Source: an optimization exercise on an open RTL-to-GDS flow (aim: small area). Production flows keep margins and buffers that such runs may drop.
At most, simulation tests tie the RTL to the original design; equivalence was not proved.
No activity file was given, so power comes from the tool's default toggle rates.

Design l2c_rx8, start of the top module:
module l2c_rx8 (
    input  wire       clk,
    input  wire       rst,
    input  wire       rx_valid,
    input  wire [2:0] rx_ch,
    input  wire       rx_level,
    output wire       rep_byte_valid,
    output wire [7:0] rep_byte,
    output wire       rep_end_valid,
    output wire       rep_end_ok,
    output wire [2:0] rep_ch
);
For scale: roughly 700 cells after synthesis, roughly 0.012 mm² of cells after synthesis.
clock: 6.0 ns
lec_check: 0
cap_margin: 0
core_margin: 2
core_utilization: 65
place_density: 0.75
slew_margin: 0
standard.sh (not shown) runs the stock make flow with config.mk's settings and CLKGATE_MAP_FILE= SYNTH_SCRIPT=/design/flow/synth_recipe.tcl, a recipe that flattens the netlist after the stock synthesis.
==> flow/flow/run.sh <==
#!/bin/bash
# Layout flow: the standard flow (standard.sh) with these changes:
#  - synthesis maps the logic with ABC's area mapper (flow/synth.tcl,
#    flow/abc_area.script); registers are mapped exactly as in the standard
#    synthesis;
#  - port buffers use the smallest buffer cell;
#  - CTS uses clkbuf_4 cells in small clusters and adds no dummy loads.
# Each step's full output is in orfs/logs/; make's output is in flow.log.
set -euo pipefail
here=$(pwd)
export MY_ABC_SCRIPT=$here/flow/abc_area.script
export BUFFER_PORTS_ARGS="-buffer_cell sky130_fd_sc_hd__buf_1"
export CTS_ARGS="-sink_clustering_enable -repair_clock_nets -dont_use_dummy_load -buf_list sky130_fd_sc_hd__clkbuf_4 -sink_clustering_size 10 -sink_clustering_max_diameter 40"
sed "s#SYNTH_SCRIPT=[^ ]*#SYNTH_SCRIPT=$here/flow/synth.tcl#" standard.sh > own_standard.sh
grep -q "SYNTH_SCRIPT=$here/flow/synth.tcl" own_standard.sh
bash own_standard.sh finish > flow.log 2>&1
==> flow/flow/abc_area.script <==
strash
dc2
dch -f
amap
==> flow/flow/synth.tcl <==
# synth_recipe.tcl with one change: ABC maps the logic with an area-oriented
# script (flow/abc_area.script) instead of ORFS's. Registers are mapped by
# the same steps as the standard synthesis, so they keep their names and cells.
proc synth {args} { yosys synth -nofsm -noshare {*}$args }
proc abc {args} {
  set i [lsearch $args -script]
  if {$i >= 0} { lset args [expr {$i + 1}] $::env(MY_ABC_SCRIPT) }
  yosys abc {*}$args
}
source $::env(SCRIPTS_DIR)/synth.tcl
# left out here: clear keep_hierarchy, flatten, clean up, hide names made inside functions, write 1_2_yosys.v
Next try:
- CORE_UTILIZATION: 65 -> 40
- PLACE_DENSITY: 0.75 -> not set
- final area grows by 1.4%
- clock-buffer cell count grows by 2
- global-route usage shrinks by 11 points
- hold slack gets worse by 0.052 ns
- combinational power hardly moves
Next try:
--- a/flow/flow/run.sh
+++ b/flow/flow/run.sh
@@ -12,3 +12,3 @@
 export BUFFER_PORTS_ARGS="-buffer_cell sky130_fd_sc_hd__buf_1"
-export CTS_ARGS="-sink_clustering_enable -repair_clock_nets -dont_use_dummy_load -buf_list sky130_fd_sc_hd__clkbuf_4 -sink_clustering_size 10 -sink_clustering_max_diameter 40"
+export CTS_ARGS="-sink_clustering_enable -repair_clock_nets -dont_use_dummy_load -buf_list sky130_fd_sc_hd__clkbuf_4 -sink_clustering_size 12 -sink_clustering_max_diameter 30"
 sed "s#SYNTH_SCRIPT=[^ ]*#SYNTH_SCRIPT=$here/flow/synth.tcl#" standard.sh > own_standard.sh
- CORE_UTILIZATION: 40 -> 65
- PLACE_DENSITY: not set -> 0.75
What happened: The changed run went through all stages and came out clean; final area goes down by 0.96%; fmax goes up by 1.7%; global-route usage goes up by 11 points; total power goes up by 0.69%; worst hold slack gets better by 0.035 ns; worst setup slack gets better by 0.092 ns.
Next try:
--- a/flow/flow/run.sh
+++ b/flow/flow/run.sh
@@ -6,3 +6,3 @@
 #  - port buffers use the smallest buffer cell;
-#  - CTS uses clkbuf_4 cells in small clusters and adds no dummy loads.
+#  - CTS uses clkbuf_8 cells in small clusters and adds no dummy loads.
 # Each step's full output is in orfs/logs/; make's output is in flow.log.
@@ -12,3 +12,3 @@
 export BUFFER_PORTS_ARGS="-buffer_cell sky130_fd_sc_hd__buf_1"
-export CTS_ARGS="-sink_clustering_enable -repair_clock_nets -dont_use_dummy_load -buf_list sky130_fd_sc_hd__clkbuf_4 -sink_clustering_size 12 -sink_clustering_max_diameter 30"
+export CTS_ARGS="-sink_clustering_enable -repair_clock_nets -dont_use_dummy_load -buf_list sky130_fd_sc_hd__clkbuf_8 -sink_clustering_size 14 -sink_clustering_max_diameter 50"
 sed "s#SYNTH_SCRIPT=[^ ]*#SYNTH_SCRIPT=$here/flow/synth.tcl#" standard.sh > own_standard.sh
- CAP_MARGIN: 0 -> 20
- CORE_UTILIZATION: 65 -> 40
- PLACE_DENSITY: 0.75 -> not set
- SLEW_MARGIN: 0 -> 20
=> Core utilization decreases by 27 points. Clock power increases by about a fifth. Cell area increases by a few percent. Setup slack loses 0.025 ns. Wire length increases by a few percent. Global-route usage decreases by 11 points. Maximum frequency decreases slightly. Total power increases by a few percent. Die area increases by well over a third. Sequential cell count does not change. Final cell count increases by roughly a tenth.
No functional check of the RTL was part of any run of this note.


ember:
l2c_rx8, a different RTL version from the one above (not shown whole).
For scale: roughly 660 cells after synthesis, ~320 flip-flops, ~21 I/O pins, about 12000 um^2 of cells after synthesis.
clock: 6.0 ns
lec_check: 0
cap_margin: 0
core_margin: 2
core_utilization: 40
slew_margin: 0
==> flow/flow/run.sh <==
#!/bin/bash
# Layout flow: the standard flow (standard.sh) with these changes:
#  - synthesis maps the logic with ABC's area mapper (flow/synth.tcl,
#    flow/abc_area.script); registers are mapped exactly as in the standard
#    synthesis;
#  - port buffers use the smallest buffer cell;
#  - CTS uses clkbuf_4 cells in small clusters and adds no dummy loads.
# Each step's full output is in orfs/logs/; make's output is in flow.log.
set -euo pipefail
here=$(pwd)
export MY_ABC_SCRIPT=$here/flow/abc_area.script
export GPL_KEEP_OVERFLOW=0.1
export BUFFER_PORTS_ARGS="-buffer_cell sky130_fd_sc_hd__buf_1"
export CTS_ARGS="-sink_clustering_enable -repair_clock_nets -dont_use_dummy_load -buf_list sky130_fd_sc_hd__clkbuf_4 -sink_clustering_size 10 -sink_clustering_max_diameter 40"
sed "s#SYNTH_SCRIPT=[^ ]*#SYNTH_SCRIPT=$here/flow/synth.tcl#" standard.sh > own_standard.sh
grep -q "SYNTH_SCRIPT=$here/flow/synth.tcl" own_standard.sh
bash own_standard.sh finish > flow.log 2>&1
==> flow/flow/abc_area.script <==
strash
dc2
dc2
dch -f
amap -A 8 -F 2
Scripts as last shown in full above: flow/flow/synth.tcl
### ember -> nickel
- PLACE_DENSITY now 0.7, previously not set
- CORE_UTILIZATION now 50, was 40
--- a/flow/flow/run.sh
+++ b/flow/flow/run.sh
@@ -5,4 +5,6 @@
 #    synthesis;
 #  - port buffers use the smallest buffer cell;
+#  - drivers of large loads get drive strength 4 before placement
+#    (flow/pre_gp.tcl);
 #  - CTS uses clkbuf_4 cells in small clusters and adds no dummy loads.
 # Each step's full output is in orfs/logs/; make's output is in flow.log.
@@ -10,7 +12,7 @@
 here=$(pwd)
 export MY_ABC_SCRIPT=$here/flow/abc_area.script
-export GPL_KEEP_OVERFLOW=0.1
+export PRE_GLOBAL_PLACE_TCL=$here/flow/pre_gp.tcl
 export BUFFER_PORTS_ARGS="-buffer_cell sky130_fd_sc_hd__buf_1"
-export CTS_ARGS="-sink_clustering_enable -repair_clock_nets -dont_use_dummy_load -buf_list sky130_fd_sc_hd__clkbuf_4 -sink_clustering_size 10 -sink_clustering_max_diameter 40"
+export CTS_ARGS="-sink_clustering_enable -repair_clock_nets -dont_use_dummy_load -buf_list sky130_fd_sc_hd__clkbuf_4 -sink_clustering_size 10 -sink_clustering_max_diameter 55"
 sed "s#SYNTH_SCRIPT=[^ ]*#SYNTH_SCRIPT=$here/flow/synth.tcl#" standard.sh > own_standard.sh
 grep -q "SYNTH_SCRIPT=$here/flow/synth.tcl" own_standard.sh
==> flow/flow/pre_gp.tcl (new file) <==
# Before global placement: give each driver of a large load (12 or more
# input pins) the _4 drive strength of its cell, so that timing-driven
# placement does not add a buffer after it.
set upsized 0
foreach inst [get_cells *] {
  set cell [get_property $inst ref_name]
  if {![regexp {^(sky130_fd_sc_hd__[a-z0-9]+)_([0-9]+)$} $cell -> base drive]} { continue }
  if {$drive >= 4} { continue }
  if {[string match *buf* $base] || [string match *inv* $base]} { continue }
  set big 0
  foreach opin [get_pins -of_objects $inst -filter "direction==output"] {
    set net [get_nets -of_objects $opin]
    if {$net eq ""} { continue }
    set n [llength [get_pins -of_objects $net -filter "direction==input"]]
    if {$n >= 12} { set big 1 }
  }
  if {!$big} { continue }
  set lc [get_lib_cells -quiet ${base}_4]
  if {$lc eq ""} { puts "pre_gp: no ${base}_4 for [get_full_name $inst]"; continue }
  puts "pre_gp: [get_full_name $inst] $cell -> ${base}_4"
  replace_cell $inst $lc
  incr upsized
}
puts "pre_gp: upsized $upsized drivers"
==> comparison <==
Vias: nickel more than ember. On switching share of total power, ember and nickel are neck and neck. nickel: number of placed instances, taps included is about 7% lower than what ember reported. Re maximum number of pins on one net before global-route repair: nickel is about 35% up on ember. Re core box area: nickel is 19% down on ember.
For yarrow, these inputs were changed with respect to nickel:
- a change of CORE_UTILIZATION from 50 to 40
- a change of PLACE_DENSITY from 0.7 to 0.75
==> summary.txt <==
Largest driver fanout on the critical path ended up 17 lower on yarrow than on nickel. Detailed-routed wire length on met3 ends up higher on nickel. Relative to nickel, the final cell area reported for yarrow is higher. yarrow: worst setup slack after layout is 88 ps higher than what nickel reported. yarrow: starting density of the core 9.8 points below nickel. Re fraction of power spent switching nets: yarrow is 0.33 points down on nickel. On final worst hold slack: between yarrow and nickel, it ends up lower for nickel. Note that the routability congestion estimate recorded for nickel amounts to 1.14 times the value seen in yarrow. Going from nickel to yarrow, the growth of design area from synthesis to finish was found to have gone up by 0.93 points. yarrow vs nickel: net switching power of the design down in yarrow.
Changes in amber relative to yarrow:
- PLACE_DENSITY removed (was 0.75)
--- a/flow/flow/run.sh
+++ b/flow/flow/run.sh
@@ -5,5 +5,5 @@
 #    synthesis;
 #  - port buffers use the smallest buffer cell;
-#  - drivers of large loads get drive strength 4 before placement
+#  - drivers of large loads get drive strength 2 before placement
 #    (flow/pre_gp.tcl);
 #  - CTS uses clkbuf_4 cells in small clusters and adds no dummy loads.
@@ -14,5 +14,5 @@
 export PRE_GLOBAL_PLACE_TCL=$here/flow/pre_gp.tcl
 export BUFFER_PORTS_ARGS="-buffer_cell sky130_fd_sc_hd__buf_1"
-export CTS_ARGS="-sink_clustering_enable -repair_clock_nets -dont_use_dummy_load -buf_list sky130_fd_sc_hd__clkbuf_4 -sink_clustering_size 10 -sink_clustering_max_diameter 55"
+export CTS_ARGS="-sink_clustering_enable -repair_clock_nets -dont_use_dummy_load -buf_list sky130_fd_sc_hd__clkbuf_4 -sink_clustering_size 10 -sink_clustering_max_diameter 40"
 sed "s#SYNTH_SCRIPT=[^ ]*#SYNTH_SCRIPT=$here/flow/synth.tcl#" standard.sh > own_standard.sh
 grep -q "SYNTH_SCRIPT=$here/flow/synth.tcl" own_standard.sh
==> flow/flow/pre_gp.tcl <==
# Before global placement: give each driver of a large load (12 or more
# input pins) the _2 drive strength of its cell, so that timing-driven
# placement does not add a buffer after it.
set upsized 0
foreach inst [get_cells *] {
  set cell [get_property $inst ref_name]
  if {![regexp {^(sky130_fd_sc_hd__[a-z0-9]+)_([0-9]+)$} $cell -> base drive]} { continue }
  if {$drive >= 2} { continue }
  if {[string match *buf* $base] || [string match *inv* $base]} { continue }
  set big 0
  foreach opin [get_pins -of_objects $inst -filter "direction==output"] {
    set net [get_nets -of_objects $opin]
    if {$net eq ""} { continue }
    set n [llength [get_pins -of_objects $net -filter "direction==input"]]
    if {$n >= 12} { set big 1 }
  }
  if {!$big} { continue }
  set lc [get_lib_cells -quiet ${base}_2]
  if {$lc eq ""} { puts "pre_gp: no ${base}_2 for [get_full_name $inst]"; continue }
  puts "pre_gp: [get_full_name $inst] $cell -> ${base}_2"
  replace_cell $inst $lc
  incr upsized
}
puts "pre_gp: upsized $upsized drivers"
==> comparison <==
amber finished every stage and its layout cleared the timing, design-rule and antenna checks. Diff yarrow -> amber: final critical-path share of the clock period up 3.4 points, non-clock buffer count rose by 12, clock network fraction of total power now sits higher.
The following lists how harbor was set up differently from amber:
--- a/flow/flow/run.sh
+++ b/flow/flow/run.sh
@@ -5,5 +5,5 @@
 #    synthesis;
 #  - port buffers use the smallest buffer cell;
-#  - drivers of large loads get drive strength 2 before placement
+#  - drivers of large loads get drive strength 4 before placement
 #    (flow/pre_gp.tcl);
 #  - CTS uses clkbuf_4 cells in small clusters and adds no dummy loads.
@@ -14,5 +14,5 @@
 export PRE_GLOBAL_PLACE_TCL=$here/flow/pre_gp.tcl
 export BUFFER_PORTS_ARGS="-buffer_cell sky130_fd_sc_hd__buf_1"
-export CTS_ARGS="-sink_clustering_enable -repair_clock_nets -dont_use_dummy_load -buf_list sky130_fd_sc_hd__clkbuf_4 -sink_clustering_size 10 -sink_clustering_max_diameter 40"
+export CTS_ARGS="-sink_clustering_enable -repair_clock_nets -dont_use_dummy_load -buf_list sky130_fd_sc_hd__clkbuf_4 -sink_clustering_size 10 -sink_clustering_max_diameter 55"
 sed "s#SYNTH_SCRIPT=[^ ]*#SYNTH_SCRIPT=$here/flow/synth.tcl#" standard.sh > own_standard.sh
 grep -q "SYNTH_SCRIPT=$here/flow/synth.tcl" own_standard.sh
==> flow/flow/pre_gp.tcl <==
# Before global placement: give each driver of a large load (12 or more
# input pins) the _4 drive strength of its cell, so that timing-driven
# placement does not add a buffer after it.
set upsized 0
foreach inst [get_cells *] {
  set cell [get_property $inst ref_name]
  if {![regexp {^(sky130_fd_sc_hd__[a-z0-9]+)_([0-9]+)$} $cell -> base drive]} { continue }
  if {$drive >= 4} { continue }
  if {[string match *buf* $base] || [string match *inv* $base]} { continue }
  set big 0
  foreach opin [get_pins -of_objects $inst -filter "direction==output"] {
    set net [get_nets -of_objects $opin]
    if {$net eq ""} { continue }
    set n [llength [get_pins -of_objects $net -filter "direction==input"]]
    if {$n >= 12} { set big 1 }
  }
  if {!$big} { continue }
  set lc [get_lib_cells -quiet ${base}_4]
  if {$lc eq ""} { puts "pre_gp: no ${base}_4 for [get_full_name $inst]"; continue }
  puts "pre_gp: [get_full_name $inst] $cell -> ${base}_4"
  replace_cell $inst $lc
  incr upsized
}
puts "pre_gp: upsized $upsized drivers"
Findings:
The total detailed-routing wirelength reported for harbor is greater than that of amber by about 3.2%.
Between amber and harbor, first-pass GRT wire length increased.
Leakage component of the power, amber and harbor, lower one = harbor.
From amber to harbor the numbers moved as follows: sequential cell area did not really move, area added between synthesis and finish lost 0.18 points.

==> afterwards: timing with drivers on the ports <==
Ports are ideal in the flow. The routed layouts listed here were re-timed in OpenROAD. Step 1 assumes that a clkbuf_16 drives the clock port and a buf_2 every other input. Step 2, shift: input delay + t, output delay - t, t = (earliest + latest rising clock arrival at the registers) / 2. This alone moves slack from input paths to output paths. a / b / c = ideal ports / drivers / drivers and shift; a / b = the first two.
run	t, ns	slack for setup (ns)	clock arrival spread, ns	worst slew at a driven data input, ns	cell pins on the clock port's net
the first run of note 1	0.657	0.730 / 0.690 / 1.038	0.070 / 0.070	0.03	1
the second run of note 1	0.677	0.613 / 0.573 / 0.959	0.069 / 0.069	0.03	1
the third run of note 1	0.668	0.705 / 0.666 / 1.086	0.080 / 0.080	0.03	1
the fourth run of note 1	0.552	0.679 / 0.633 / 0.911	0.059 / 0.058	0.04	1
ember	0.675	0.494 / 0.457 / 0.594	0.052 / 0.052	0.03	1
nickel	0.676	0.531 / 0.490 / 1.099	0.066 / 0.067	0.03	1
yarrow	0.642	0.619 / 0.582 / 1.010	0.059 / 0.058	0.03	1
amber	0.667	0.413 / 0.374 / 0.780	0.102 / 0.102	0.04	1
harbor	0.660	0.327 / 0.288 / 0.948	0.092 / 0.092	0.03	1
After both steps every run listed still meets setup and hold.
